From an optimization exercise on the open Yosys and OpenROAD flow, aimed at small area; shortcuts taken in it are not production practice. The RTL was checked by simulation tests, not by an equivalence proof against the original design. Power figures rest on the tool's default switching activity, not on a simulated workload.

===== config.mk =====
export PLATFORM = sky130hd
export DESIGN_NAME = mmb4l_link
export DESIGN_NICKNAME = mmb4l_link
export VERILOG_FILES = /design/flow/design.v
export SDC_FILE = /design/flow/constraint.sdc
export NUM_CORES = 4
export LEC_CHECK = 0
export CAP_MARGIN = 20
export CORE_MARGIN = 2
export CORE_UTILIZATION = 40
export CTS_BUF_LIST = sky130_fd_sc_hd__clkbuf_8
export CTS_CLUSTER_DIAMETER = 45
export CTS_CLUSTER_SIZE = 14
export GPL_TIMING_DRIVEN = 0
export SLEW_MARGIN = 20

===== constraint.sdc =====
create_clock -name core_clock -period 18.0 [get_ports {clk}]
set_input_delay 3.6000 -clock core_clock [delete_from_list [all_inputs] [get_ports {clk}]]
set_output_delay 3.6000 -clock core_clock [all_outputs]
set_load 0.01 [all_outputs]

===== design.v =====
module cmd_check;
endmodule
module mmb4l_link #(
  parameter integer W = 320,
  parameter integer H = 240,
  parameter [7:0] PREAMBLE_BYTE  = 8'hAA,
  parameter integer MAX_FRAME_LEN = 2990,
  parameter integer MIN_FRAME_LEN = 7
) (
  input  wire        clk,
  input  wire        rst,
  input  wire        in_valid,
  input  wire [7:0]  in_byte,
  input  wire        link_reset,
  output reg         pay_valid,
  output reg  [7:0]  pay_byte,
  output reg         frame_valid,
  output wire [7:0]  frame_cmd,
  output wire [11:0] frame_plen,
  output reg         drop_valid,
  output reg  [3:0]  drop_code,
  output reg         flush_valid,
  output wire [14:0] flush_x1,
  output wire [14:0] flush_y1,
  output wire [14:0] flush_x2,
  output wire [14:0] flush_y2
);
  function automatic [18:0] add18(input [17:0] a, input [17:0] b, input ci);
    integer i;
    reg c;
    begin
      c = ci;
      for (i = 0; i < 18; i = i + 1) begin
        add18[i] = a[i] ^ b[i] ^ c;
        c = (a[i] & b[i]) | (c & (a[i] ^ b[i]));
      end
      add18[18] = c;
    end
  endfunction
  reg  [2:0]  st;         
  reg  [11:0] idx;        
  reg  [11:0] plen;       
  reg  [7:0]  csum;
  reg  [2:0]  k;          
  reg  [15:0] lox, loy;   
  reg  [16:0] hix, hiy;   
  reg  [6:0]  s;          
  reg         hw;         
  reg         zf;         
  reg  [14:0] sub;        
  reg  [9:0]  m;          
  reg  [1:0]  m3;         
  reg  [14:0] budget;
  reg         over;       
  assign frame_cmd  = {1'b0, k, 1'b0, k};
  assign frame_plen = plen;
  wire is_fill = (k == 3'd1);
  wire is_draw = (k == 3'd2);
  wire is_blit = (k == 3'd3);
  wire is_scrl = (k == 3'd4);
  wire [7:0]  csum_next = csum ^ in_byte;
  wire        is_cmd = (in_byte == 8'h11) || (in_byte == 8'h22) || (in_byte == 8'h33) ||
                       (in_byte == 8'h44) || (in_byte == 8'h55);
  wire [15:0] L = {in_byte, plen[7:0]};
  wire        l_over  = (in_byte > 8'd11) || ((in_byte == 8'd11) && (plen[7:0] > 8'd174));
  wire        l_short = (in_byte == 8'd0) && (plen[7:0] < 8'd7);
  wire [18:0] p_new = add18({6'd0, L[11:0]}, 18'h3FFF9, 1'b0);    
  wire        at5 = !idx[1];
  wire        dsg = !is_draw;
  wire [15:0] dop_a = {in_byte, at5 ? hix[7:0] : hiy[7:0]};
  wire [15:0] dop_b = at5 ? lox : (is_draw ? hix[15:0] : loy);
  wire [18:0] dsum = add18({1'b0, dop_a[15] & dsg, dop_a}, ~{1'b0, dop_b[15] & dsg, dop_b}, 1'b1);
  wire        d_neg = dsum[16];
  wire        swp = d_neg && (dsg || !at5);    
  wire [18:0] dabs = add18({1'b0, dsum[16:0] ^ {17{d_neg}}}, {17'd0, d_neg}, 1'b1);
  wire [16:0] r = dabs[16:0];
  wire [15:0] c_lo   = swp ? dop_a : dop_b;     
  wire [15:0] c_hi   = swp ? dop_b : dop_a;
  wire [16:0] m_src  = is_draw ? {1'b0, c_lo} : r;
  wire [16:0] s_src  = is_draw ? {1'b0, c_hi} : r;
  wire        in8 = (idx[11:3] == 9'd1);      
  wire        at15 = in8 && (idx[2:0] == 3'd7);
  wire        m_zero = (m == 10'd0);
  wire [3:0]  mlo_cmp = {1'b0, idx[2:0]} + ~{1'b0, m[2:0]} + 4'd1;    
  wire        act = (is_draw && in8) ? ((m[9:3] != 7'd0) || mlo_cmp[3]) : !m_zero;
  wire [18:0] bsum = add18({3'd0, budget}, ~{3'd0, sub}, 1'b1);    
  wire        b_borrow = bsum[17];
  wire        by8 = is_draw && at15;
  wire [3:0]  mlo_dec = {1'b0, m[2:0]} + 4'hF;
  wire [2:0]  m_lo = by8 ? m[2:0] : mlo_dec[2:0];
  wire        m_bor = by8 || mlo_dec[3];
  wire [18:0] mhi_dec = add18({11'd0, m[9:3]}, 18'h3FFFF, !m_bor);
  wire [9:0]  m_next = (by8 && m[9:3] == 7'd0) ? 10'd0 : {mhi_dec[6:0], m_lo};
  wire        step0 = (idx[2:0] == 3'd0);
  wire        sbit  = step0 ? in_byte[7] : s[~idx[2:0]];
  wire [15:0] wv    = hw ? {1'b0, sub} : {6'd0, m};
  wire [15:0] hv    = hw ? {6'd0, m} : {1'b0, sub};
  wire [18:0] xh_m1 = add18({{10{lox[15]}}, lox[15:8]}, 18'h3FFFF, 1'b0);
  wire [18:0] yh_m1 = add18({{10{loy[15]}}, loy[15:8]}, 18'h3FFFF, 1'b0);
  wire [16:0] ax_in = step0 ? xh_m1[16:0] : hix;
  wire [16:0] ay_in = step0 ? yh_m1[16:0] : hiy;
  wire [18:0] ax_t  = add18({ax_in, lox[~idx[2:0]]}, {2'd0, sbit ? wv : 16'd0}, 1'b1);
  wire [18:0] ay_t  = add18({ay_in, loy[~idx[2:0]]}, {2'd0, sbit ? hv : 16'd0}, 1'b1);
  wire        ax_sat = !ax_t[17] && (ax_t[16] || ax_t[15]);
  wire        ay_sat = !ay_t[17] && (ay_t[16] || ay_t[15]);
  wire lx_big = !lox[15] && ((lox[14:9] != 6'd0) || (lox[8] && (lox[7] || lox[6])));
  wire hx_big = !hix[16] && ((hix[15:9] != 7'd0) || (hix[8] && (hix[7] || hix[6])));
  wire ly_big = !loy[15] && ((loy[14:8] != 7'd0) || (loy[7:4] == 4'hF));
  wire hy_big = !hiy[16] && ((hiy[15:8] != 8'd0) || (hiy[7:4] == 4'hF));
  wire empty = lx_big || hix[16] || ly_big || hiy[16] || (is_draw && zf);
  wire [8:0] cx1 = lox[15] ? 9'd0 : lox[8:0];
  wire [8:0] cx2 = hx_big ? 9'd319 : hix[8:0];
  wire [7:0] cy1 = loy[15] ? 8'd0 : loy[7:0];
  wire [7:0] cy2 = hy_big ? 8'd239 : hiy[7:0];
  assign flush_x1 = {6'd0, cx1 & {9{!is_scrl}}};
  assign flush_y1 = {7'd0, cy1 & {8{!is_scrl}}};
  assign flush_x2 = {6'd0, is_scrl ? 9'd319 : cx2};
  assign flush_y2 = {7'd0, is_scrl ? 8'd239 : cy2};
  wire short_p = is_fill ? (plen < 12'd11) :
                 is_draw ? (budget[14:7] == 8'd0) || over || !m_zero :
                 is_blit ? (budget[14:3] == 12'd0) || over || !m_zero :
                 is_scrl ? (plen[11:1] == 11'd0) : 1'b0;
  wire do_flush = is_scrl || ((is_fill || is_draw || is_blit) && !empty);
  wire at_end = (idx == plen);
  wire [3:0] dcode = link_reset   ? 4'd7 :
                     (st < 3'd3)  ? 4'd1 :
                     (st == 3'd3) ? 4'd2 :
                     (st == 3'd5) ? (l_over ? 4'd3 : 4'd4) :
                     (csum_next != 8'd0) ? 4'd6 : 4'd8;
  always @(posedge clk) begin
    pay_valid   <= 1'b0;
    frame_valid <= 1'b0;
    drop_valid  <= 1'b0;
    flush_valid <= 1'b0;
    pay_byte    <= in_byte;
    drop_code   <= dcode;
    if (rst) begin
      st <= 3'd0;
    end else if (link_reset) begin
      if (st != 3'd0) begin
        drop_valid <= 1'b1;
      end
      st <= 3'd0;
    end else if (in_valid) begin
      csum <= csum_next;
      case (st)
        3'd0, 3'd1, 3'd2: begin
          if (st == 3'd0) csum <= in_byte;
          if (in_byte == PREAMBLE_BYTE) begin
            st <= st + 3'd1;
          end else begin
            if (st != 3'd0) begin
              drop_valid <= 1'b1;
            end
            st <= 3'd0;
          end
        end
        3'd3: begin
          k <= in_byte[2:0];
          if (is_cmd) begin
            st <= 3'd4;
          end else begin
            drop_valid <= 1'b1;
            st <= 3'd0;
          end
        end
        3'd4: begin
          plen[7:0] <= in_byte;
          st <= 3'd5;
        end
        3'd5: begin
          idx  <= 12'd0;
          plen <= p_new[11:0];
          budget <= is_draw ? {p_new[11:0], 3'd0} : {3'd0, p_new[11:0]};
          if (l_over) begin
            drop_valid <= 1'b1;
            st <= 3'd0;
          end else if (l_short) begin
            drop_valid <= 1'b1;
            st <= 3'd0;
          end else begin
            st <= 3'd6;
          end
        end
        default: begin
          if (at_end) begin
            st <= 3'd0;
            if (csum_next != 8'd0) begin
              drop_valid <= 1'b1;
            end else begin
              frame_valid <= 1'b1;
              if (short_p) begin
                drop_valid <= 1'b1;
              end else begin
                flush_valid <= do_flush;
              end
            end
          end else begin
            pay_valid <= 1'b1;
            idx <= idx + 12'd1;
            case (idx)
              12'd0: lox[7:0]  <= in_byte;
              12'd1: lox[15:8] <= in_byte;
              12'd2: loy[7:0]  <= in_byte;
              12'd3: loy[15:8] <= in_byte;
              12'd4: hix[7:0]  <= in_byte;
              12'd5: begin
                lox <= c_lo;
                hix <= {c_hi[15], c_hi};
                sub <= (s_src[16:15] != 2'd0) ? 15'h7FFF : s_src[14:0];
              end
              12'd6: hiy[7:0]  <= in_byte;
              12'd7: begin
                if (!is_draw) loy <= c_lo;
                hiy <= {c_hi[15], c_hi};
                if (is_draw) sub <= (s_src[16:15] != 2'd0) ? 15'h7FFF : s_src[14:0];
                hw     <= d_neg;
                zf     <= (c_lo == 16'd0);
                m      <= m_src[9:0];
                m3     <= 2'd0;
                over   <= (m_src[16:10] != 7'd0);
              end
              12'd8: begin
                s <= in_byte[6:0];
                if (in_byte == 8'd0) zf <= 1'b1;
              end
              default: ;
            endcase
            if (idx[11:3] != 9'd0) begin
              if (act) begin
                budget <= bsum[14:0];
                if (b_borrow) over <= 1'b1;
              end
              if (is_draw) begin
                if (at15 || (!in8 && act)) m <= m_next;
              end else if (act) begin
                if (m3 != 2'd2) begin
                  m3 <= m3 + 2'd1;
                end else begin
                  m3 <= 2'd0;
                  m  <= m_next;
                end
              end
            end
            if (in8 && is_draw) begin
              hix <= ax_sat ? 17'h07FFF : ax_t[16:0];
              hiy <= ay_sat ? 17'h07FFF : ay_t[16:0];
            end
          end
        end
      endcase
    end
  end
endmodule

===== flow/run.sh =====
#!/bin/bash
# Layout flow: the standard synthesis, then the combinational logic of
# that netlist re-mapped by ABC for area (every register cell, its name and
# its type kept as synthesis made them), then the standard layout steps.
# Port buffers use the smallest buffer cell. Each tool's output goes to a
# log file of its own in this folder.
set -euo pipefail
export BUFFER_PORTS_ARGS="-buffer_cell sky130_fd_sc_hd__buf_1"
R=$PWD/orfs/results/$FLOW_PLATFORM/mmb4l_link/base
LIB=$FLOW_HOME/platforms/$FLOW_PLATFORM/lib/sky130_fd_sc_hd__tt_025C_1v80.lib
YOSYS=$FLOW_HOME/../tools/install/yosys/bin/yosys
[ -x "$YOSYS" ] || YOSYS=yosys

bash standard.sh synth > std_synth.log 2>&1
cp $R/1_2_yosys.v std_netlist.v
grep -oE 'sky130_fd_sc_hd__e?dfxtp_1 +[^ (]+' std_netlist.v | sort > regs_std.txt

# ABC scripts tried; the smallest result whose registers match is kept
I="topo; strash; dch; amap -F 5"
printf "strash; dc2; dch -f; amap -F 5; $I; $I\n" > reopt1.abc
printf "strash; dch; amap -F 10 -A 10; $I; $I\n" > reopt2.abc
printf "strash; ifraig; dc2; dch -f; amap -F 5; $I; $I\n" > reopt3.abc
printf "strash; dc2; dch -f; amap\n" > reopt4.abc
best=""; best_area=""
for n in 1 2 3 4; do
  cat > reopt$n.ys <<EOS
read_liberty -ignore_miss_func $LIB
read_verilog std_netlist.v
hierarchy -top $FLOW_TOP
blackbox sky130_fd_sc_hd__dfxtp_1 sky130_fd_sc_hd__edfxtp_1 sky130_fd_sc_hd__conb_1
setattr -set keep 1 t:sky130_fd_sc_hd__dfxtp_1 t:sky130_fd_sc_hd__edfxtp_1
flatten
hierarchy -top $FLOW_TOP
opt -purge
abc -liberty $LIB -dont_use sky130_fd_sc_hd__lpflow_bleeder_1 -dont_use sky130_fd_sc_hd__lpflow_clkbufkapwr_1 -dont_use sky130_fd_sc_hd__lpflow_clkbufkapwr_16 -dont_use sky130_fd_sc_hd__lpflow_clkbufkapwr_2 -dont_use sky130_fd_sc_hd__lpflow_clkbufkapwr_4 -dont_use sky130_fd_sc_hd__lpflow_clkbufkapwr_8 -dont_use sky130_fd_sc_hd__lpflow_clkinvkapwr_1 -dont_use sky130_fd_sc_hd__lpflow_clkinvkapwr_16 -dont_use sky130_fd_sc_hd__lpflow_clkinvkapwr_2 -dont_use sky130_fd_sc_hd__lpflow_clkinvkapwr_4 -dont_use sky130_fd_sc_hd__lpflow_clkinvkapwr_8 -dont_use sky130_fd_sc_hd__lpflow_decapkapwr_12 -dont_use sky130_fd_sc_hd__lpflow_decapkapwr_3 -dont_use sky130_fd_sc_hd__lpflow_decapkapwr_4 -dont_use sky130_fd_sc_hd__lpflow_decapkapwr_6 -dont_use sky130_fd_sc_hd__lpflow_decapkapwr_8 -dont_use sky130_fd_sc_hd__lpflow_inputiso0n_1 -dont_use sky130_fd_sc_hd__lpflow_inputiso0p_1 -dont_use sky130_fd_sc_hd__lpflow_inputiso1n_1 -dont_use sky130_fd_sc_hd__lpflow_inputiso1p_1 -dont_use sky130_fd_sc_hd__lpflow_inputisolatch_1 -dont_use sky130_fd_sc_hd__lpflow_isobufsrc_1 -dont_use sky130_fd_sc_hd__lpflow_isobufsrc_16 -dont_use sky130_fd_sc_hd__lpflow_isobufsrc_2 -dont_use sky130_fd_sc_hd__lpflow_isobufsrc_4 -dont_use sky130_fd_sc_hd__lpflow_isobufsrc_8 -dont_use sky130_fd_sc_hd__lpflow_isobufsrckapwr_16 -dont_use sky130_fd_sc_hd__lpflow_lsbuf_lh_hl_isowell_tap_1 -dont_use sky130_fd_sc_hd__lpflow_lsbuf_lh_hl_isowell_tap_2 -dont_use sky130_fd_sc_hd__lpflow_lsbuf_lh_hl_isowell_tap_4 -dont_use sky130_fd_sc_hd__lpflow_lsbuf_lh_isowell_4 -dont_use sky130_fd_sc_hd__lpflow_lsbuf_lh_isowell_tap_1 -dont_use sky130_fd_sc_hd__lpflow_lsbuf_lh_isowell_tap_2 -dont_use sky130_fd_sc_hd__lpflow_lsbuf_lh_isowell_tap_4 -dont_use sky130_fd_sc_hd__probe_p_8 -dont_use sky130_fd_sc_hd__probec_p_8  -script reopt$n.abc
opt_clean -purge
tee -o reopt$n.stat stat -liberty $LIB
write_verilog -noattr -nohex -nodec reopt$n.v
EOS
  "$YOSYS" -l reopt$n.log -s reopt$n.ys > /dev/null 2>&1 || continue
  grep -oE 'sky130_fd_sc_hd__e?dfxtp_1 +[^ (]+' reopt$n.v | sort > regs_$n.txt
  cmp -s regs_std.txt regs_$n.txt || continue
  a=$(grep -oE "Chip area for module .*: [0-9.]+" reopt$n.stat | awk '{print $NF}' | head -1)
  [ -n "$a" ] || continue
  if [ -z "$best" ] || awk "BEGIN{exit !($a < $best_area)}"; then best=$n; best_area=$a; fi
done
echo "best: $best $best_area" > reopt_choice.log
if [ -n "$best" ] && [ -s regs_std.txt ]; then
  cp reopt$best.v $R/1_2_yosys.v
  touch $R/1_2_yosys.v
fi
bash standard.sh > std_layout.log 2>&1

===== standard.sh =====
#!/bin/bash
# synth_recipe.tcl (not shown) runs the flow's synth.tcl, then flattens the netlist and writes it again
# the make line also repeats each setting of config.mk as NAME=value (left out here)
make -C /OpenROAD-flow-scripts/flow DESIGN_CONFIG=/design/flow/config.mk WORK_HOME=/design/flow/orfs CLKGATE_MAP_FILE= SYNTH_SCRIPT=/design/flow/synth_recipe.tcl "${@:-finish}"

==> impl_metrics.prom, run 1 <==
# TYPE chip_impl_metric gauge
chip_impl_metric{name="min_delay_path_depth",unit=""} 1
chip_impl_metric{name="critPathMaxStageDelay",unit="ns"} 0.97
chip_impl_metric{name="starting_density",unit=""} 0.407
chip_impl_metric{name="yosys_warnings",unit=""} 1
chip_impl_metric{name="cts-buffers-inserted",unit=""} 17
chip_impl_metric{name="leakage_power",unit="nW"} 4.16
chip_impl_metric{name="cts.sink_count",unit=""} 172
chip_impl_metric{name="relative_max_transition_margin",unit=""} 0.243
chip_impl_info{name="critical_path.endpoint",value="sub[4]"} 1
chip_impl_metric{name="h_tree_depth",unit=""} 4
chip_impl_metric{name="i_o_pin_count",unit=""} 108
chip_impl_metric{name="share_seq_of_total_power",unit=""} 0.564
chip_impl_metric{name="globalRoute.totalOverflow",unit=""} 0
chip_impl_metric{name="setup_violations",unit=""} 0
chip_impl_metric{name="cts.clk_slew.worst_paths",unit="ns"} 0.10
chip_impl_info{name="reg2reg_to",value="sub[4]"} 1
chip_impl_info{name="cts_tree",value="yes"} 1
chip_impl_metric{name="largest_net_degree_at_the_start_of_global_routing",unit=""} 40
chip_impl_metric{name="power.internal",unit="mW"} 0.552
chip_impl_metric{name="timing_worst_slew_pin_value",unit="ns"} 1.13
chip_impl_info{name="critical_path.endpoint_type",value="flip-flop"} 1
chip_impl_metric{name="final_max_slew_viol_count",unit=""} 0
chip_impl_info{name="critical_path.startpoint_type",value="primary input"} 1
chip_impl_metric{name="post-place-cells",unit=""} 1996
chip_impl_metric{name="length_of_the_first_detailed_routing_pass_in_iterations",unit=""} 7
chip_impl_metric{name="achievable-frequency",unit="MHz"} 73.0
chip_impl_metric{name="fp.dieArea",unit="µm²"} 30600
chip_impl_metric{name="synth.avg_cell_area",unit="µm²"} 7.89
chip_impl_metric{name="grt_pass1_vias",unit=""} 11500
chip_impl_info{name="clock_tree.root_cell",value="sky130_fd_sc_hd__clkbuf_8"} 1
chip_impl_metric{name="drive_above_1_share",unit=""} 0.0474
chip_impl_metric{name="timing.reg2reg.setup_slack",unit="ns"} 4.77
chip_impl_metric{name="clock-skew-final",unit="ns"} 0.0246
chip_impl_info{name="rsz0062_at_grt",value="no"} 1
chip_impl_metric{name="worstSkewPairLatency",unit="ns"} 0.49
chip_impl_info{name="path_common_cell",value="sky130_fd_sc_hd__nor2_1"} 1
chip_impl_info{name="critical_path.startpoint",value="in_byte[0]"} 1
chip_impl_info{name="crit_path_top_delay_cell",value="sky130_fd_sc_hd__clkinv_1"} 1
chip_impl_metric{name="post_place_cell_area",unit="µm²"} 12900
chip_impl_metric{name="layout_min_cycle_time",unit="ns"} 13.71
chip_impl_metric{name="power.share.switching",unit=""} 0.283
chip_impl_metric{name="layout.cells.non_filler",unit=""} 2028
chip_impl_metric{name="power.net_switching",unit="mW"} 0.217
chip_impl_metric{name="netlist_area",unit="µm²"} 11700
chip_impl_metric{name="place_congestion",unit=""} 0.962
chip_impl_metric{name="r2r.worst_path.cells",unit=""} 55
chip_impl_metric{name="postRouteAntennaNets",unit=""} 0
chip_impl_metric{name="ir_worst_vdd",unit="V"} 0.0000374
chip_impl_metric{name="area.growth.synth_to_final",unit="%"} 13.7
chip_impl_metric{name="postLayoutCoreUtil",unit=""} 0.463
chip_impl_metric{name="grt_use_total",unit=""} 0.304
chip_impl_info{name="crit_type",value="in2reg"} 1
chip_impl_metric{name="worst-path-max-fanout",unit=""} 14
chip_impl_metric{name="timing.critical_path.required",unit="ns"} 18.20
chip_impl_metric{name="max-clock-path-buffers",unit=""} 2
chip_impl_info{name="min_path_type",value="reg2reg"} 1
chip_impl_metric{name="portBuffers",unit=""} 79
chip_impl_metric{name="postSynthCellCount",unit=""} 1484
chip_impl_metric{name="crit_arrival",unit="ns"} 13.90
chip_impl_metric{name="postLayoutCellArea",unit="µm²"} 13300
chip_impl_metric{name="post_dp_hpwl",unit="µm"} 35500
chip_impl_metric{name="rows",unit=""} 62
chip_impl_metric{name="final_layout_setup_total_negative_slack",unit="ns"} 0
chip_impl_metric{name="detail_route.wl_per_cell",unit="µm"} 23.4
chip_impl_metric{name="die_x",unit="µm"} 175
chip_impl_metric{name="cts-resized-gates",unit=""} 0
chip_impl_metric{name="drt_wl_total",unit="µm"} 47600
chip_impl_metric{name="floorplan.die.height",unit="µm"} 175
chip_impl_metric{name="final.fill_count",unit=""} 2890
chip_impl_metric{name="drtIter0Drc",unit=""} 1661
chip_impl_metric{name="vias",unit=""} 12900
chip_impl_info{name="run_status",value="finished clean"} 1
chip_impl_metric{name="route.detailed.drc",unit=""} 0
chip_impl_metric{name="fin_nets",unit=""} 1643
chip_impl_metric{name="via_per_inst",unit=""} 6.37
chip_impl_metric{name="post-cts-setup-buffer-count",unit=""} 0
chip_impl_metric{name="insertedDiodeCount",unit=""} 0
chip_impl_metric{name="placeableCoreArea",unit="µm²"} 28800
chip_impl_metric{name="fin_total_pwr",unit="mW"} 0.770
chip_impl_info{name="worstReg2RegStart",value="idx[1]"} 1
chip_impl_metric{name="post_cts_hold_buffer_count",unit=""} 0
chip_impl_metric{name="grt_first_pass_wirelength",unit="µm"} 69600
chip_impl_metric{name="antenna_found_initial",unit=""} 0
chip_impl_metric{name="max_cap_viol_count",unit=""} 0
chip_impl_metric{name="hold_viol",unit=""} 0
chip_impl_metric{name="power.density",unit="nW/µm²"} 57.8
chip_impl_metric{name="power.share.clock",unit=""} 0.368
chip_impl_metric{name="combPwrFrac",unit=""} 0.068
chip_impl_metric{name="period_share",unit=""} 0.761
[worst min path at each step]
stage,start,end,slack (ns)
2_1_floorplan,st[0],st[0],0.46
5_1_grt,st[0],st[0],0.56
4_1_cts,st[0],st[0],0.52
3_5_place_dp,st[0],st[0],0.50
6_report,st[0],st[0],0.52
3_3_place_gp,st[0],st[0],0.50
[through the flow]
stage,setup slack (ns),hold WS [ns]
after global routing,3.70,0.557
after floorplan,4.75,0.458
after detailed placement,4.06,0.500
final,4.29,0.520
after CTS,4.54,0.524
after global placement,-1.72,0.500
[cell type report]
class	instances	area, µm²	share of cell area
multi-input combinational	1155	6240	0.469
sequential	172	4970	0.374
inverter	184	694	0.0522
timing repair buffer	101	534	0.0401
tap	384	480	0.0361
clock buffer	17	234	0.0176
clock inverter	15	156	0.0117
[routing by layer]
metal,part of all wire,GRT usage,vias to the layer above
met2,0.44,0.480,880
met5,0,0,-
met4,0.037,0.114,0
met1,0.41,0.411,6033
li1,-,-,5889
met3,0.11,0.0614,111
[sequential cells by signal (all words and copies together) (netlist names), 2 cells and up]
signal and count:
hix 17, hiy 17, lox 16, loy 16, budget 15, sub 15, idx 12, plen 12
m 10, csum 8, pay_byte 8, s 7, drop_code 4, k 3, st 3, m3 2
[cells in the final DEF (no fill, tap or decap), drive strengths merged, types with 3 or more instances in the layout]
cell	instances
a221oi	5
o21bai	7
edfxtp	153
clkinv	194
o211ai	14
o21ai	156
o221ai	25
a21o	6
a22oi	17
o32ai	7
nand2	119
a21oi	127
or2	26
nor3	30
o21a	14
a222oi	12
a211oi	19
o31ai	4
nand4	7
inv	5
a22o	3
nor4	11
a21boi	4
buf	100
nor2	268
o22ai	158
dfxtp	19
clkbuf	18
nor2b	9
a31oi	10
nand3	6
and2	10
conb	28
o22a	10
or3	11
or4	6
[critical path, delay by kind of cell]
kind | cells | cell delay [ns]
buf+inv | 7 | 3.04
compound gates | 12 | 3.36
simple gates | 20 | 3.87
[power by group through the flow]
stage | clock network, mW | logic, mW | registers (mW)
2_1_floorplan | 0 | 0.0298 | 0.444
3_3_place_gp | 0 | 0.0490 | 0.443
3_5_place_dp | 0 | 0.0508 | 0.443
4_1_cts | 0.282 | 0.0511 | 0.434
5_1_grt | 0.294 | 0.0565 | 0.434
6_report | 0.283 | 0.0526 | 0.434
==> inputs of run 2 (changes only) <==
--- a/flow/run.sh
+++ b/flow/run.sh
@@ -21,8 +21,10 @@
 printf "strash; dch; amap -F 10 -A 10; $I; $I\n" > reopt2.abc
 printf "strash; ifraig; dc2; dch -f; amap -F 5; $I; $I\n" > reopt3.abc
 printf "strash; dc2; dch -f; amap\n" > reopt4.abc
+J="topo; strash; dch; amap -F 10 -A 10"
+printf "strash; dch; amap -F 10 -A 10; $J; $J; $J; $J; $J\n" > reopt5.abc
 best=""; best_area=""
-for n in 1 2 3 4; do
+for n in 1 2 3 4 5; do
   cat > reopt$n.ys <<EOS
 read_liberty -ignore_miss_func $LIB
 read_verilog std_netlist.v
==> run 2 against run 1 <==
Synthesized cell count unchanged. Final area stayed put. Combinational power about the same. First-iteration DRC count did not move. Sequential power barely moved. Die area did not move. Non-clock buffer count unchanged. Critical path depth is the same. Register-to-register slack about the same. Hold slack did not move. Largest cell class unchanged. Highest routed layer unchanged.
==> impl_metrics.prom, run 2 <==
# TYPE chip_impl_metric gauge
chip_impl_metric{name="layout_min_cycle_time",unit="ns"} 13.71
chip_impl_metric{name="post-cts-setup-buffer-count",unit=""} 0
chip_impl_info{name="cts_tree",value="yes"} 1
chip_impl_metric{name="antenna_found_initial",unit=""} 0
chip_impl_info{name="crit_path_top_delay_cell",value="sky130_fd_sc_hd__clkinv_1"} 1
chip_impl_metric{name="post_place_setup_slack",unit="ns"} 4.06
chip_impl_metric{name="area.growth.synth_to_final",unit="%"} 13.7
chip_impl_metric{name="worstSkewPairLatency",unit="ns"} 0.49
chip_impl_metric{name="globalRoute.totalOverflow",unit=""} 0
chip_impl_metric{name="worst_slack",unit="ns"} 4.29
chip_impl_metric{name="fp.dieArea",unit="µm²"} 30600
chip_impl_metric{name="synth.avg_cell_area",unit="µm²"} 7.89
chip_impl_metric{name="placeableCoreArea",unit="µm²"} 28800
chip_impl_metric{name="yosys_warnings",unit=""} 1
chip_impl_metric{name="clock-skew-final",unit="ns"} 0.0246
chip_impl_info{name="mostFrequentLayoutCell",value="sky130_fd_sc_hd__nor2_1"} 1
chip_impl_metric{name="timing.critical_path.required",unit="ns"} 18.20
chip_impl_metric{name="postSynthCellCount",unit=""} 1484
chip_impl_metric{name="max_cap_viol_count",unit=""} 0
chip_impl_metric{name="period_share",unit=""} 0.761
chip_impl_metric{name="critPathMaxStageDelay",unit="ns"} 0.97
chip_impl_metric{name="final_max_slew_viol_count",unit=""} 0
chip_impl_metric{name="grt_first_pass_wirelength",unit="µm"} 69600
chip_impl_metric{name="fin_nets",unit=""} 1643
chip_impl_metric{name="leakage_power",unit="nW"} 4.16
chip_impl_metric{name="power.density",unit="nW/µm²"} 57.8
chip_impl_info{name="most-common-layout-cells",value="264 x sky130_fd_sc_hd__nor2_1, 181 x sky130_fd_sc_hd__clkinv_1, 158 x sky130_fd_sc_hd__o22ai_1"} 1
chip_impl_metric{name="ir_worst_vdd",unit="V"} 0.0000374
chip_impl_metric{name="length_of_the_first_detailed_routing_pass_in_iterations",unit=""} 7
chip_impl_metric{name="relative_max_transition_margin",unit=""} 0.243
chip_impl_metric{name="crit_arrival",unit="ns"} 13.90
chip_impl_metric{name="cts.clk_slew.worst_paths",unit="ns"} 0.10
chip_impl_metric{name="via_per_inst",unit=""} 6.37
chip_impl_info{name="critical_path.endpoint_type",value="flip-flop"} 1
chip_impl_metric{name="route.detailed.drc",unit=""} 0
chip_impl_metric{name="place_congestion",unit=""} 0.962
chip_impl_metric{name="drive_above_1_share",unit=""} 0.0474
chip_impl_metric{name="r2r.worst_path.cells",unit=""} 55
chip_impl_info{name="critical_path.startpoint_type",value="primary input"} 1
chip_impl_info{name="run_status",value="finished clean"} 1
chip_impl_metric{name="drt_wl_total",unit="µm"} 47600
chip_impl_metric{name="h_tree_depth",unit=""} 4
chip_impl_info{name="largest_registers",value="hix: 17 flops, hiy: 17 flops"} 1
chip_impl_metric{name="post_dp_hpwl",unit="µm"} 35500
chip_impl_metric{name="path_buf_inv",unit=""} 7
chip_impl_info{name="min_path_type",value="reg2reg"} 1
chip_impl_metric{name="netlist_area",unit="µm²"} 11700
chip_impl_info{name="path_common_cell",value="sky130_fd_sc_hd__nor2_1"} 1
chip_impl_metric{name="vias",unit=""} 12900
chip_impl_info{name="crit_type",value="in2reg"} 1
chip_impl_metric{name="grt_pass1_vias",unit=""} 11500
chip_impl_metric{name="detail_route.wl_per_cell",unit="µm"} 23.4
chip_impl_metric{name="achievable-frequency",unit="MHz"} 73.0
chip_impl_metric{name="portBuffers",unit=""} 79
chip_impl_metric{name="die_x",unit="µm"} 175
chip_impl_metric{name="post_cts_hold_buffer_count",unit=""} 0
chip_impl_metric{name="cts-resized-gates",unit=""} 0
chip_impl_metric{name="setup_violations",unit=""} 0
chip_impl_info{name="rsz0062_at_grt",value="no"} 1
chip_impl_metric{name="worst-path-max-fanout",unit=""} 14
chip_impl_metric{name="final.fill_count",unit=""} 2890
chip_impl_metric{name="timing_worst_slew_pin_value",unit="ns"} 1.13
chip_impl_metric{name="floorplan.die.height",unit="µm"} 175
chip_impl_metric{name="hold_viol",unit=""} 0
chip_impl_metric{name="rows",unit=""} 62
chip_impl_info{name="cp_top_family",value="simple AND/OR/NAND/NOR gates"} 1
chip_impl_metric{name="grt_use_total",unit=""} 0.304
chip_impl_metric{name="postRouteAntennaNets",unit=""} 0
chip_impl_metric{name="largest_net_degree_at_the_start_of_global_routing",unit=""} 40
chip_impl_metric{name="insertedDiodeCount",unit=""} 0
chip_impl_metric{name="cts-buffers-inserted",unit=""} 17
chip_impl_metric{name="final_layout_setup_total_negative_slack",unit="ns"} 0
chip_impl_metric{name="drtIter0Drc",unit=""} 1661
chip_impl_metric{name="max-clock-path-buffers",unit=""} 2
chip_impl_metric{name="worst_hold_slack",unit="ns"} 0.520
chip_impl_metric{name="min_delay_path_depth",unit=""} 1
chip_impl_metric{name="starting_density",unit=""} 0.407
chip_impl_info{name="clock_tree.root_cell",value="sky130_fd_sc_hd__clkbuf_8"} 1
chip_impl_metric{name="path_depth",unit=""} 39
chip_impl_metric{name="cts.sink_count",unit=""} 172
chip_impl_metric{name="i_o_pin_count",unit=""} 108
run 2: layout make-up:
| type | count | area (µm²) | share of cell area |
|---|---|---|---|
| Tap cell | 384 | 480 | 0.0361 |
| Clock buffer | 17 | 234 | 0.0176 |
| Multi-Input combinational cell | 1155 | 6240 | 0.469 |
| Sequential cell | 172 | 4970 | 0.374 |
| Inverter | 184 | 694 | 0.0522 |
| Timing Repair Buffer | 101 | 534 | 0.0401 |
| Clock inverter | 15 | 156 | 0.0117 |
run 2: where the power goes:
| group | internal, mW | total [mW] | leakage, nW | switching, mW |
|---|---|---|---|---|
| clock network | 0.104 | 0.283 | 0.200 | 0.179 |
| logic | 0.0149 | 0.0526 | 2.43 | 0.0376 |
| registers | 0.434 | 0.434 | 1.53 | 0.000475 |
run 2: routing by layer:
layer / vias to the layer above / track usage / share of wire
li1: 5889 / - / -
met1: 6033 / 0.411 / 0.41
met2: 880 / 0.480 / 0.44
met3: 111 / 0.0614 / 0.11
met4: 0 / 0.114 / 0.037
met5: - / 0 / 0
run 2: worst paths after layout:
path,startpoint,slack (ns),endpoint
min,st[0],0.52,st[0]
max,in_byte[0],4.29,sub[4]
min reg2reg,st[0],0.52,st[0]
max reg2reg,idx[1],4.77,sub[4]
run 2: worst register-to-register path, delay by kind of cell, from the launching register on:
kind / cells / cell delay [ns]
compound gates: 19 / 5.35
simple gates: 30 / 5.18
buf+inv: 6 / 1.88
flops: 1 / 0.54
run 2: metrics by stage:
| step | power, mW | instance area [µm²] | utilization | cells |
|---|---|---|---|---|
| after global routing | 0.785 | 13300 | 0.463 | 2028 |
| after detailed placement | 0.494 | 12900 | 0.449 | 1996 |
| after CTS | 0.767 | 13300 | 0.462 | 2028 |
| after global placement | 0.492 | 12600 | 0.437 | 1974 |
| final | 0.770 | 13300 | 0.463 | 2028 |
| after floorplan | 0.474 | 11800 | - | 1511 |
==> inputs of run 3 (changes only) <==
--- a/flow/run.sh
+++ b/flow/run.sh
@@ -21,10 +21,8 @@
 printf "strash; dch; amap -F 10 -A 10; $I; $I\n" > reopt2.abc
 printf "strash; ifraig; dc2; dch -f; amap -F 5; $I; $I\n" > reopt3.abc
 printf "strash; dc2; dch -f; amap\n" > reopt4.abc
-J="topo; strash; dch; amap -F 10 -A 10"
-printf "strash; dch; amap -F 10 -A 10; $J; $J; $J; $J; $J\n" > reopt5.abc
 best=""; best_area=""
-for n in 1 2 3 4 5; do
+for n in 1 2 3 4; do
   cat > reopt$n.ys <<EOS
 read_liberty -ignore_miss_func $LIB
 read_verilog std_netlist.v
--- a/config.mk
+++ b/config.mk
@@ -8,8 +8,8 @@
 export CAP_MARGIN = 20
 export CORE_MARGIN = 2
 export CORE_UTILIZATION = 40
-export CTS_BUF_LIST = sky130_fd_sc_hd__clkbuf_8
-export CTS_CLUSTER_DIAMETER = 45
-export CTS_CLUSTER_SIZE = 14
+export CTS_BUF_LIST = sky130_fd_sc_hd__clkbuf_16
+export CTS_CLUSTER_DIAMETER = 70
+export CTS_CLUSTER_SIZE = 28
 export GPL_TIMING_DRIVEN = 0
 export SLEW_MARGIN = 20
==> run 3 against run 2 <==
Utilization increased by 0.67 points. Sequential cell count unchanged. Via count decreased by 0.66%. Wire length grew 0.25%. Synthesized cell count stayed put. Global-route usage increased by 0.094 points. Critical path type unchanged. Critical endpoint unchanged. Largest cell class unchanged.
==> impl_metrics.prom, run 3 <==
# TYPE chip_impl_metric gauge
chip_impl_metric{name="detail_route.wl_per_cell",unit="µm"} 23.5
chip_impl_metric{name="leakage_power",unit="nW"} 4.25
chip_impl_metric{name="postRouteAntennaNets",unit=""} 0
chip_impl_metric{name="cts-buffers-inserted",unit=""} 17
chip_impl_metric{name="cts-resized-gates",unit=""} 0
chip_impl_info{name="cp_top_family",value="simple AND/OR/NAND/NOR gates"} 1
chip_impl_info{name="most-common-layout-cells",value="264 x sky130_fd_sc_hd__nor2_1, 181 x sky130_fd_sc_hd__clkinv_1, 158 x sky130_fd_sc_hd__o22ai_1"} 1
chip_impl_metric{name="post_dp_hpwl",unit="µm"} 35500
chip_impl_metric{name="power.internal",unit="mW"} 0.633
chip_impl_metric{name="post-cts-setup-buffer-count",unit=""} 0
chip_impl_metric{name="length_of_the_first_detailed_routing_pass_in_iterations",unit=""} 8
chip_impl_metric{name="crit_arrival",unit="ns"} 14.01
chip_impl_info{name="worstHoldStart",value="st[0]"} 1
chip_impl_metric{name="portBuffers",unit=""} 79
chip_impl_info{name="crit_type",value="in2reg"} 1
chip_impl_metric{name="final_max_slew_viol_count",unit=""} 0
chip_impl_metric{name="layout_min_cycle_time",unit="ns"} 13.83
chip_impl_metric{name="post_place_setup_slack",unit="ns"} 4.06
chip_impl_metric{name="fp.dieArea",unit="µm²"} 30600
chip_impl_metric{name="starting_density",unit=""} 0.407
chip_impl_info{name="critical_path.endpoint_type",value="flip-flop"} 1
chip_impl_info{name="run_status",value="finished clean"} 1
chip_impl_metric{name="netlist_area",unit="µm²"} 11700
chip_impl_metric{name="drive_above_1_share",unit=""} 0.0474
chip_impl_metric{name="globalRoute.totalOverflow",unit=""} 0
chip_impl_metric{name="final.fill_count",unit=""} 2855
chip_impl_metric{name="share_seq_of_total_power",unit=""} 0.500
chip_impl_info{name="worstReg2RegStart",value="idx[1]"} 1
chip_impl_metric{name="power.density",unit="nW/µm²"} 64.2
chip_impl_metric{name="power.share.clock",unit=""} 0.439
chip_impl_metric{name="drtIter0Drc",unit=""} 1736
chip_impl_info{name="critical_path.startpoint_type",value="primary input"} 1
chip_impl_info{name="cts_tree",value="yes"} 1
chip_impl_metric{name="setup_violations",unit=""} 0
chip_impl_metric{name="grt_use_total",unit=""} 0.305
chip_impl_info{name="mostFrequentLayoutCell",value="sky130_fd_sc_hd__nor2_1"} 1
chip_impl_metric{name="die_x",unit="µm"} 175
chip_impl_metric{name="hold_viol",unit=""} 0
chip_impl_metric{name="worst-path-max-fanout",unit=""} 14
chip_impl_info{name="clock_tree.root_cell",value="sky130_fd_sc_hd__clkbuf_16"} 1
chip_impl_metric{name="critPathMaxStageDelay",unit="ns"} 0.99
chip_impl_metric{name="largest_net_degree_at_the_start_of_global_routing",unit=""} 40
chip_impl_metric{name="worst_hold_slack",unit="ns"} 0.513
chip_impl_metric{name="ir_worst_vdd",unit="V"} 0.0000587
chip_impl_metric{name="path_depth",unit=""} 39
chip_impl_metric{name="path_buf_inv",unit=""} 7
chip_impl_metric{name="postSynthCellCount",unit=""} 1484
chip_impl_metric{name="route.detailed.drc",unit=""} 0
chip_impl_metric{name="cts.sink_count",unit=""} 172
chip_impl_metric{name="worst_slack",unit="ns"} 4.17
chip_impl_metric{name="insertedDiodeCount",unit=""} 0
chip_impl_info{name="terminating_pin_of_the_worst_hold_path",value="st[0]"} 1
chip_impl_metric{name="timing_worst_slew_pin_value",unit="ns"} 1.13
chip_impl_info{name="largest_registers",value="hix: 17 flops, hiy: 17 flops"} 1
chip_impl_metric{name="yosys_warnings",unit=""} 1
chip_impl_metric{name="rows",unit=""} 62
chip_impl_metric{name="combPwrFrac",unit=""} 0.061
chip_impl_info{name="crit_path_top_delay_cell",value="sky130_fd_sc_hd__clkinv_1"} 1
chip_impl_metric{name="i_o_pin_count",unit=""} 108
chip_impl_metric{name="place_congestion",unit=""} 0.962
chip_impl_metric{name="h_tree_depth",unit=""} 4
chip_impl_metric{name="antenna_found_initial",unit=""} 0
chip_impl_metric{name="floorplan.die.height",unit="µm"} 175
chip_impl_metric{name="drt_wl_total",unit="µm"} 47700
chip_impl_info{name="rsz0062_at_grt",value="no"} 1
chip_impl_metric{name="grt_pass1_vias",unit=""} 11500
chip_impl_metric{name="relative_max_transition_margin",unit=""} 0.241
chip_impl_metric{name="achievable-frequency",unit="MHz"} 72.3
chip_impl_metric{name="timing.reg2reg.setup_slack",unit="ns"} 4.74
chip_impl_info{name="path_common_cell",value="sky130_fd_sc_hd__nor2_1"} 1
chip_impl_metric{name="max-clock-path-buffers",unit=""} 2
chip_impl_metric{name="grt_first_pass_wirelength",unit="µm"} 69700
chip_impl_metric{name="clock-skew-final",unit="ns"} 0.0162
chip_impl_metric{name="via_per_inst",unit=""} 6.33
chip_impl_metric{name="placeableCoreArea",unit="µm²"} 28800
chip_impl_metric{name="synth.avg_cell_area",unit="µm²"} 7.89
chip_impl_metric{name="timing.critical_path.required",unit="ns"} 18.18
chip_impl_info{name="min_path_type",value="reg2reg"} 1
chip_impl_metric{name="vias",unit=""} 12800
chip_impl_metric{name="post_cts_hold_buffer_count",unit=""} 0
chip_impl_info{name="reg2reg_to",value="sub[4]"} 1
chip_impl_metric{name="r2r.worst_path.cells",unit=""} 55
chip_impl_metric{name="worstSkewPairLatency",unit="ns"} 0.46
chip_impl_metric{name="power.share.switching",unit=""} 0.270
chip_impl_metric{name="fin_nets",unit=""} 1643
chip_impl_metric{name="power.net_switching",unit="mW"} 0.234
chip_impl_metric{name="area.growth.synth_to_final",unit="%"} 15.4
chip_impl_metric{name="min_delay_path_depth",unit=""} 1
chip_impl_metric{name="cts.clk_slew.worst_paths",unit="ns"} 0.08
chip_impl_metric{name="period_share",unit=""} 0.768
chip_impl_metric{name="max_cap_viol_count",unit=""} 0
run 3: worst max path at each step:
| stage | from | end | slack [ns] |
|---|---|---|---|
| 6_report | in_byte[0] | sub[4] | 4.17 |
| 2_1_floorplan | k[1] | sub[4] | 4.75 |
| 3_3_place_gp | k[1] | sub[4] | -1.72 |
| 3_5_place_dp | in_byte[0] | sub[4] | 4.06 |
| 5_1_grt | in_byte[0] | sub[4] | 3.61 |
| 4_1_cts | in_byte[0] | sub[4] | 4.50 |
run 3: power by group through the flow:
stage	Combinational (mW)	Sequential [mW]	Clock [mW]
6_report	0.0528	0.434	0.381
3_3_place_gp	0.0490	0.443	0
4_1_cts	0.0512	0.434	0.377
2_1_floorplan	0.0298	0.444	0
5_1_grt	0.0566	0.434	0.390
3_5_place_dp	0.0508	0.443	0
run 3: cell type report:
class | count | area [µm²] | area share
Clock inverter | 15 | 156 | 0.0116
Multi-Input combinational cell | 1155 | 6240 | 0.462
Timing Repair Buffer | 101 | 534 | 0.0396
Inverter | 184 | 694 | 0.0514
Tap cell | 384 | 480 | 0.0356
Sequential cell | 172 | 4970 | 0.368
Clock buffer | 17 | 425 | 0.0315
run 3: routing by layer:
metal / share of wire / GRT usage
met3: 0.12 / 0.0640
met2: 0.44 / 0.476
met4: 0.040 / 0.123
met5: 0 / 0
met1: 0.41 / 0.413
run 3: through the flow:
| step | cells | utilization | TNS [ns] | area, µm² | total power, mW |
|---|---|---|---|---|---|
| after global placement | 1974 | 0.437 | -100.11 | 12600 | 0.492 |
| after global routing | 2028 | 0.469 | 0 | 13500 | 0.881 |
| final | 2028 | 0.469 | 0 | 13500 | 0.867 |
| after CTS | 2028 | 0.469 | 0 | 13500 | 0.862 |
| after floorplan | 1511 | - | 0 | 11800 | 0.474 |
| after detailed placement | 1996 | 0.449 | 0 | 12900 | 0.494 |
==> inputs of run 4 (changes only) <==
--- a/design.v
+++ b/design.v
@@ -43,7 +43,7 @@
   reg  [7:0]  csum;
   reg  [2:0]  k;          
   reg  [15:0] lox, loy;   
-  reg  [16:0] hix, hiy;   
+  reg  [15:0] hix, hiy;   
   reg  [6:0]  s;          
   reg         hw;         
   reg         zf;         
@@ -97,17 +97,17 @@
   wire [15:0] hv    = hw ? {6'd0, m} : {1'b0, sub};
   wire [18:0] xh_m1 = add18({{10{lox[15]}}, lox[15:8]}, 18'h3FFFF, 1'b0);
   wire [18:0] yh_m1 = add18({{10{loy[15]}}, loy[15:8]}, 18'h3FFFF, 1'b0);
-  wire [16:0] ax_in = step0 ? xh_m1[16:0] : hix;
-  wire [16:0] ay_in = step0 ? yh_m1[16:0] : hiy;
+  wire [16:0] ax_in = step0 ? xh_m1[16:0] : {hix[15], hix};
+  wire [16:0] ay_in = step0 ? yh_m1[16:0] : {hiy[15], hiy};
   wire [18:0] ax_t  = add18({ax_in, lox[~idx[2:0]]}, {2'd0, sbit ? wv : 16'd0}, 1'b1);
   wire [18:0] ay_t  = add18({ay_in, loy[~idx[2:0]]}, {2'd0, sbit ? hv : 16'd0}, 1'b1);
   wire        ax_sat = !ax_t[17] && (ax_t[16] || ax_t[15]);
   wire        ay_sat = !ay_t[17] && (ay_t[16] || ay_t[15]);
   wire lx_big = !lox[15] && ((lox[14:9] != 6'd0) || (lox[8] && (lox[7] || lox[6])));
-  wire hx_big = !hix[16] && ((hix[15:9] != 7'd0) || (hix[8] && (hix[7] || hix[6])));
+  wire hx_big = !hix[15] && ((hix[14:9] != 6'd0) || (hix[8] && (hix[7] || hix[6])));
   wire ly_big = !loy[15] && ((loy[14:8] != 7'd0) || (loy[7:4] == 4'hF));
-  wire hy_big = !hiy[16] && ((hiy[15:8] != 8'd0) || (hiy[7:4] == 4'hF));
-  wire empty = lx_big || hix[16] || ly_big || hiy[16] || (is_draw && zf);
+  wire hy_big = !hiy[15] && ((hiy[14:8] != 7'd0) || (hiy[7:4] == 4'hF));
+  wire empty = lx_big || hix[15] || ly_big || hiy[15] || (is_draw && zf);
   wire [8:0] cx1 = lox[15] ? 9'd0 : lox[8:0];
   wire [8:0] cx2 = hx_big ? 9'd319 : hix[8:0];
   wire [7:0] cy1 = loy[15] ? 8'd0 : loy[7:0];
@@ -206,13 +206,13 @@
               12'd4: hix[7:0]  <= in_byte;
               12'd5: begin
                 lox <= c_lo;
-                hix <= {c_hi[15], c_hi};
+                hix <= c_hi;
                 sub <= (s_src[16:15] != 2'd0) ? 15'h7FFF : s_src[14:0];
               end
               12'd6: hiy[7:0]  <= in_byte;
               12'd7: begin
                 if (!is_draw) loy <= c_lo;
-                hiy <= {c_hi[15], c_hi};
+                hiy <= c_hi;
                 if (is_draw) sub <= (s_src[16:15] != 2'd0) ? 15'h7FFF : s_src[14:0];
                 hw     <= d_neg;
                 zf     <= (c_lo == 16'd0);
@@ -243,8 +243,8 @@
               end
             end
             if (in8 && is_draw) begin
-              hix <= ax_sat ? 17'h07FFF : ax_t[16:0];
-              hiy <= ay_sat ? 17'h07FFF : ay_t[16:0];
+              hix <= ax_sat ? 16'h7FFF : ax_t[15:0];
+              hiy <= ay_sat ? 16'h7FFF : ay_t[15:0];
             end
           end
         end
--- a/flow/run.sh
+++ b/flow/run.sh
@@ -21,8 +21,10 @@
 printf "strash; dch; amap -F 10 -A 10; $I; $I\n" > reopt2.abc
 printf "strash; ifraig; dc2; dch -f; amap -F 5; $I; $I\n" > reopt3.abc
 printf "strash; dc2; dch -f; amap\n" > reopt4.abc
+J="topo; strash; dch; amap -F 10 -A 10"
+printf "strash; dch; amap -F 10 -A 10; $J; $J; $J; $J; $J\n" > reopt5.abc
 best=""; best_area=""
-for n in 1 2 3 4; do
+for n in 1 2 3 4 5; do
   cat > reopt$n.ys <<EOS
 read_liberty -ignore_miss_func $LIB
 read_verilog std_netlist.v
--- a/config.mk
+++ b/config.mk
@@ -8,8 +8,8 @@
 export CAP_MARGIN = 20
 export CORE_MARGIN = 2
 export CORE_UTILIZATION = 40
-export CTS_BUF_LIST = sky130_fd_sc_hd__clkbuf_16
-export CTS_CLUSTER_DIAMETER = 70
-export CTS_CLUSTER_SIZE = 28
+export CTS_BUF_LIST = sky130_fd_sc_hd__clkbuf_8
+export CTS_CLUSTER_DIAMETER = 45
+export CTS_CLUSTER_SIZE = 14
 export GPL_TIMING_DRIVEN = 0
 export SLEW_MARGIN = 20
==> run 4 against run 3 <==
Clock power fell by 27%. Sequential power fell by 1%. Largest power group unchanged. Synthesized cell count rose by 1.6%. Cell count rose by 0.59%. Setup slack got worse by 1.3 ns. Still clean. Critical path depth rose by 21. Non-clock buffer count fell by 12. Global-route usage fell by 0.12 points. Utilization fell by 1.0 points. Die area rose by 0.34%. Total power fell by 13%.
==> impl_metrics.prom, run 4 <==
# TYPE chip_impl_metric gauge
chip_impl_metric{name="crit_arrival",unit="ns"} 15.35
chip_impl_metric{name="netlist_area",unit="µm²"} 11700
chip_impl_metric{name="critPathMaxStageDelay",unit="ns"} 1.21
chip_impl_metric{name="insertedDiodeCount",unit=""} 0
chip_impl_metric{name="placeableCoreArea",unit="µm²"} 28800
chip_impl_metric{name="post_dp_hpwl",unit="µm"} 36100
chip_impl_metric{name="grt_util_met1",unit=""} 0.434
chip_impl_metric{name="cts-buffers-inserted",unit=""} 17
chip_impl_metric{name="die_x",unit="µm"} 175
chip_impl_metric{name="globalRoute.totalOverflow",unit=""} 0
chip_impl_metric{name="worst-path-max-fanout",unit=""} 31
chip_impl_info{name="min_path_type",value="reg2reg"} 1
chip_impl_metric{name="portBuffers",unit=""} 79
chip_impl_info{name="run_status",value="finished clean"} 1
chip_impl_metric{name="ir_worst_vdd",unit="V"} 0.0000359
chip_impl_metric{name="length_of_the_first_detailed_routing_pass_in_iterations",unit=""} 8
chip_impl_metric{name="r2r.worst_path.cells",unit=""} 60
chip_impl_metric{name="power.density",unit="nW/µm²"} 57.4
chip_impl_info{name="critical_path.endpoint_type",value="flip-flop"} 1
chip_impl_metric{name="place_congestion",unit=""} 0.970
chip_impl_metric{name="final_layout_setup_total_negative_slack",unit="ns"} 0
chip_impl_metric{name="postLayoutCellArea",unit="µm²"} 13200
chip_impl_metric{name="route.detailed.drc",unit=""} 0
chip_impl_metric{name="starting_density",unit=""} 0.408
chip_impl_metric{name="vias",unit=""} 12800
chip_impl_metric{name="grtUsageMet3",unit=""} 0.0706
chip_impl_info{name="path_common_cell",value="sky130_fd_sc_hd__o21ai_0"} 1
chip_impl_metric{name="antenna_found_initial",unit=""} 0
chip_impl_info{name="most-common-layout-cells",value="289 x sky130_fd_sc_hd__nor2_1, 195 x sky130_fd_sc_hd__clkinv_1, 161 x sky130_fd_sc_hd__o21ai_0"} 1
chip_impl_metric{name="relative_max_transition_margin",unit=""} 0.226
chip_impl_metric{name="timing.reg2reg.setup_slack",unit="ns"} 2.90
chip_impl_info{name="terminating_pin_of_the_worst_hold_path",value="st[0]"} 1
chip_impl_metric{name="min_delay_path_depth",unit=""} 1
chip_impl_metric{name="drtIter0Drc",unit=""} 2130
chip_impl_metric{name="worst_slack",unit="ns"} 2.90
chip_impl_metric{name="post-cts-setup-buffer-count",unit=""} 0
chip_impl_metric{name="hold_viol",unit=""} 0
chip_impl_metric{name="rows",unit=""} 62
chip_impl_metric{name="cts.clk_slew.worst_paths",unit="ns"} 0.10
chip_impl_metric{name="h_tree_depth",unit=""} 4
chip_impl_metric{name="post_cts_hold_buffer_count",unit=""} 0
chip_impl_metric{name="fin_nets",unit=""} 1655
chip_impl_metric{name="grt_pass1_vias",unit=""} 11400
chip_impl_metric{name="achievable-frequency",unit="MHz"} 66.2
chip_impl_metric{name="setup_violations",unit=""} 0
chip_impl_info{name="critical_path.startpoint",value="idx[1]"} 1
chip_impl_info{name="worstHoldStart",value="st[0]"} 1
chip_impl_metric{name="clock-skew-final",unit="ns"} 0.0254
chip_impl_metric{name="cts-resized-gates",unit=""} 0
chip_impl_metric{name="post_place_cell_area",unit="µm²"} 12800
chip_impl_metric{name="period_share",unit=""} 0.839
chip_impl_metric{name="cts.sink_count",unit=""} 170
chip_impl_metric{name="grt_use_total",unit=""} 0.303
chip_impl_info{name="critical_path.startpoint_type",value="flip-flop"} 1
chip_impl_info{name="clock_tree.root_cell",value="sky130_fd_sc_hd__clkbuf_8"} 1
chip_impl_metric{name="fp.dieArea",unit="µm²"} 30700
chip_impl_metric{name="largest_net_degree_at_the_start_of_global_routing",unit=""} 41
chip_impl_info{name="rsz0062_at_grt",value="no"} 1
chip_impl_info{name="global_route.peak_usage_layer",value="met2"} 1
chip_impl_metric{name="leakage_power",unit="nW"} 4.16
chip_impl_metric{name="detail_route.wl_per_cell",unit="µm"} 23.1
chip_impl_metric{name="drt_wl_total",unit="µm"} 47100
chip_impl_metric{name="postRouteAntennaNets",unit=""} 0
chip_impl_info{name="crit_path_top_delay_cell",value="sky130_fd_sc_hd__nor2_1"} 1
chip_impl_metric{name="via_per_inst",unit=""} 6.25
chip_impl_metric{name="floorplan.die.height",unit="µm"} 175
chip_impl_metric{name="drive_above_1_share",unit=""} 0.0326
chip_impl_metric{name="layout_min_cycle_time",unit="ns"} 15.10
chip_impl_info{name="reg2reg_to",value="sub[10]"} 1
chip_impl_info{name="cts_tree",value="yes"} 1
chip_impl_metric{name="final_max_slew_viol_count",unit=""} 0
chip_impl_metric{name="postSynthCellCount",unit=""} 1508
chip_impl_info{name="crit_type",value="reg2reg"} 1
chip_impl_metric{name="grt_first_pass_wirelength",unit="µm"} 69800
chip_impl_metric{name="timing.critical_path.required",unit="ns"} 18.25
chip_impl_metric{name="met2_grt_util",unit=""} 0.445
chip_impl_metric{name="worstSkewPairLatency",unit="ns"} 0.50
chip_impl_metric{name="max_cap_viol_count",unit=""} 0
chip_impl_metric{name="post_place_setup_slack",unit="ns"} 3.27
chip_impl_metric{name="area.growth.synth_to_final",unit="%"} 12.4
chip_impl_metric{name="timing_worst_slew_pin_value",unit="ns"} 1.15
chip_impl_metric{name="i_o_pin_count",unit=""} 108
chip_impl_metric{name="synth.avg_cell_area",unit="µm²"} 7.79
chip_impl_info{name="worstReg2RegStart",value="idx[1]"} 1
chip_impl_metric{name="yosys_warnings",unit=""} 1
chip_impl_metric{name="max-clock-path-buffers",unit=""} 2
chip_impl_info{name="mostFrequentLayoutCell",value="sky130_fd_sc_hd__nor2_1"} 1
-- run 4: worst max-delay path by stage --
stage               to  slack, ns  cells past startpoint
2_1_floorplan   sub[1]       5.43                     63
3_3_place_gp   sub[11]       0.14                     63
3_5_place_dp   sub[11]       3.27                     60
4_1_cts        sub[11]       3.19                     60
5_1_grt        sub[11]       1.57                     60
6_report       sub[10]       2.90                     60
-- run 4: report_power, final --
part	switching [mW]	internal, mW	leakage, nW
Combinational	0.0380	0.0132	2.45
Sequential	0.000521	0.428	1.51
Clock	0.165	0.112	0.198
Total	0.204	0.554	4.16
-- run 4: metal layers --
metal	up-vias	part of all wire
li1	5935	-
met1	5877	0.42
met2	852	0.42
met3	86	0.12
met4	0	0.036
met5	-	0
-- run 4: worst max-delay path: cells and delay by family (launching register included) --
| kind | cells | cell delay [ns] |
|---|---|---|
| AO/OA/AOI/OAI | 22 | 6.64 |
| AND/OR/NAND/NOR | 28 | 4.29 |
| buffers and inverters | 10 | 3.05 |
| flip-flops | 1 | 0.84 |
-- run 4: area by class of cell --
class,count,area [µm²]
Fill cell,2870,15600
Sequential cell,170,4910
Clock inverter,15,144
Clock buffer,17,234
Multi-Input combinational cell,1168,6260
Tap cell,384,480
Inverter,197,741
Timing Repair Buffer,89,434
-- run 4: through the flow --
stage	cells	power, mW	util	hold slack [ns]
finish	2040	0.758	0.459	0.503
global placement	1998	0.486	0.439	0.473
detailed placement	2008	0.487	0.446	0.486
CTS	2040	0.758	0.459	0.503
global route	2040	0.778	0.459	0.525
floorplan	1535	0.468	-	0.452
==> inputs of run 5 (changes only) <==
--- a/flow/run.sh
+++ b/flow/run.sh
@@ -2,10 +2,13 @@
 # Layout flow: the standard synthesis, then the combinational logic of
 # that netlist re-mapped by ABC for area (every register cell, its name and
 # its type kept as synthesis made them), then the standard layout steps.
-# Port buffers use the smallest buffer cell. Each tool's output goes to a
+# Port buffers use the smallest buffer cell; the clock tree gets no dummy
+# loads. Each tool's output goes to a
 # log file of its own in this folder.
 set -euo pipefail
 export BUFFER_PORTS_ARGS="-buffer_cell sky130_fd_sc_hd__buf_1"
+# Clock tree as configured in config.mk, without dummy balancing loads
+export CTS_ARGS="-sink_clustering_enable -repair_clock_nets -sink_clustering_size 14 -sink_clustering_max_diameter 45 -buf_list sky130_fd_sc_hd__clkbuf_8 -dont_use_dummy_load"
 R=$PWD/orfs/results/$FLOW_PLATFORM/mmb4l_link/base
 LIB=$FLOW_HOME/platforms/$FLOW_PLATFORM/lib/sky130_fd_sc_hd__tt_025C_1v80.lib
 YOSYS=$FLOW_HOME/../tools/install/yosys/bin/yosys
==> run 5 against run 4 <==
Cell count is 0.74% lower. Setup slack better by 0.078 ns. Combinational power hardly changed. Sequential share of layout area is 0.41 points higher. Fmax is 0.52% higher. Critical endpoint is now sub[13]. Highest routed layer unchanged.
==> impl_metrics.prom, run 5 <==
# TYPE chip_impl_metric gauge
chip_impl_metric{name="worst_slack",unit="ns"} 2.98
chip_impl_metric{name="max-clock-path-buffers",unit=""} 2
chip_impl_info{name="crit_path_top_delay_cell",value="sky130_fd_sc_hd__nor2_1"} 1
chip_impl_metric{name="vias",unit=""} 12700
chip_impl_metric{name="post_place_setup_slack",unit="ns"} 3.27
chip_impl_info{name="critical_path.endpoint_type",value="flip-flop"} 1
chip_impl_metric{name="cts-resized-gates",unit=""} 0
chip_impl_metric{name="worst-path-max-fanout",unit=""} 31
chip_impl_metric{name="timing.critical_path.required",unit="ns"} 18.24
chip_impl_metric{name="max_cap_viol_count",unit=""} 0
chip_impl_metric{name="area.growth.synth_to_final",unit="%"} 11.2
chip_impl_metric{name="crit_arrival",unit="ns"} 15.26
chip_impl_info{name="path_common_cell",value="sky130_fd_sc_hd__o21ai_0"} 1
chip_impl_metric{name="layout_min_cycle_time",unit="ns"} 15.02
chip_impl_metric{name="final.fill_count",unit=""} 2886
chip_impl_metric{name="postLayoutCoreUtil",unit=""} 0.454
chip_impl_info{name="rsz0062_at_grt",value="no"} 1
chip_impl_metric{name="post_place_cell_area",unit="µm²"} 12800
chip_impl_metric{name="cts.clk_slew.worst_paths",unit="ns"} 0.09
chip_impl_metric{name="critPathMaxStageDelay",unit="ns"} 1.20
chip_impl_metric{name="starting_density",unit=""} 0.408
chip_impl_metric{name="placeableCoreArea",unit="µm²"} 28800
chip_impl_metric{name="setup_violations",unit=""} 0
chip_impl_metric{name="place_congestion",unit=""} 0.970
chip_impl_metric{name="relative_max_transition_margin",unit=""} 0.253
chip_impl_metric{name="drive_above_1_share",unit=""} 0.0244
chip_impl_info{name="run_status",value="finished clean"} 1
chip_impl_metric{name="timing_worst_slew_pin_value",unit="ns"} 1.11
chip_impl_metric{name="routed_length_on_met2",unit="µm"} 19600
chip_impl_metric{name="leakage_power",unit="nW"} 4.08
chip_impl_metric{name="die_x",unit="µm"} 175
chip_impl_metric{name="cts-buffers-inserted",unit=""} 17
chip_impl_metric{name="postSynthCellCount",unit=""} 1508
chip_impl_metric{name="rows",unit=""} 62
chip_impl_metric{name="post-cts-setup-buffer-count",unit=""} 0
chip_impl_metric{name="layout.cells.non_filler",unit=""} 2025
chip_impl_metric{name="post-place-cells",unit=""} 2008
chip_impl_metric{name="antenna_found_initial",unit=""} 0
chip_impl_metric{name="fin_total_pwr",unit="mW"} 0.697
chip_impl_metric{name="synth.avg_cell_area",unit="µm²"} 7.79
chip_impl_metric{name="sequential_cell_area",unit="µm²"} 4910
chip_impl_info{name="clock_tree.root_cell",value="sky130_fd_sc_hd__clkbuf_8"} 1
chip_impl_metric{name="yosys_warnings",unit=""} 1
chip_impl_metric{name="worst_hold_slack",unit="ns"} 0.505
chip_impl_metric{name="drt_wl_total",unit="µm"} 47100
chip_impl_metric{name="route.layer.met1.wl",unit="µm"} 20000
chip_impl_metric{name="hold_viol",unit=""} 0
chip_impl_metric{name="power.density",unit="nW/µm²"} 53.3
chip_impl_metric{name="h_tree_depth",unit=""} 4
[run 5: where the power goes]
part | switching [mW] | total, mW | internal (mW)
Clock | 0.133 | 0.216 | 0.0834
Sequential | 0.000523 | 0.429 | 0.429
Combinational | 0.0381 | 0.0512 | 0.0132
Total | 0.171 | 0.697 | 0.525
[run 5: area by class of cell]
cell class / count / share of cell area
tap: 384 / 0.0368
multi-input combinational: 1168 / 0.479
timing repair buffer: 89 / 0.0332
inverter: 197 / 0.0567
sequential: 170 / 0.376
clock buffer: 17 / 0.0179
[run 5: worst paths after layout]
check | startpoint | to | slack (ns) | depth (start not counted)
max | idx[1] | sub[13] | 2.98 | 60
min | st[0] | st[0] | 0.51 | 1
max reg2reg | idx[1] | sub[13] | 2.98 | 60
min reg2reg | st[0] | st[0] | 0.51 | 1
[run 5: metal layers]
metal  up-vias  global-route usage
met5         -                   0
li1       5912                   -
met2       835               0.443
met3        97              0.0736
met1      5890               0.431
met4         0               0.114
[run 5: worst max-delay path, delay by kind of cell (launching register included)]
family,cells,cell delay (ns)
compound gates,22,6.60
simple gates,28,4.29
buf+inv,10,3.01
flops,1,0.83

-- static timing again, ports no longer ideal --
The flow's constraints put no driver on any port. The routed layouts listed below were extracted and timed again, unchanged, in two steps.
Step 1 assumes that a clkbuf_16 drives the clock port and a buf_2 every other input.
Step 2 adds t to the input delays and takes it off the output delays; t is the mean of the earliest and latest rising clock arrival at the registers after step 1. Input paths then give back, and output paths get back, about the clock's delay inside the block.
Three values: no drivers, after step 1, after step 2; two values: the first two.
run	t (ns)	setup WS [ns]	worst data-port slew with drivers (ns)	cell pins on the clock port's net
run 1	0.522	4.294 / 4.304 / 3.782	0.03	1
run 2	0.522	4.294 / 4.304 / 3.782	0.03	1
run 3	0.503	4.173 / 4.184 / 3.681	0.03	1
run 4	0.536	2.899 / 2.899 / 2.899	0.03	1
run 5	0.520	2.977 / 2.977 / 2.977	0.03	1
After both steps setup and hold are still met in every run listed.
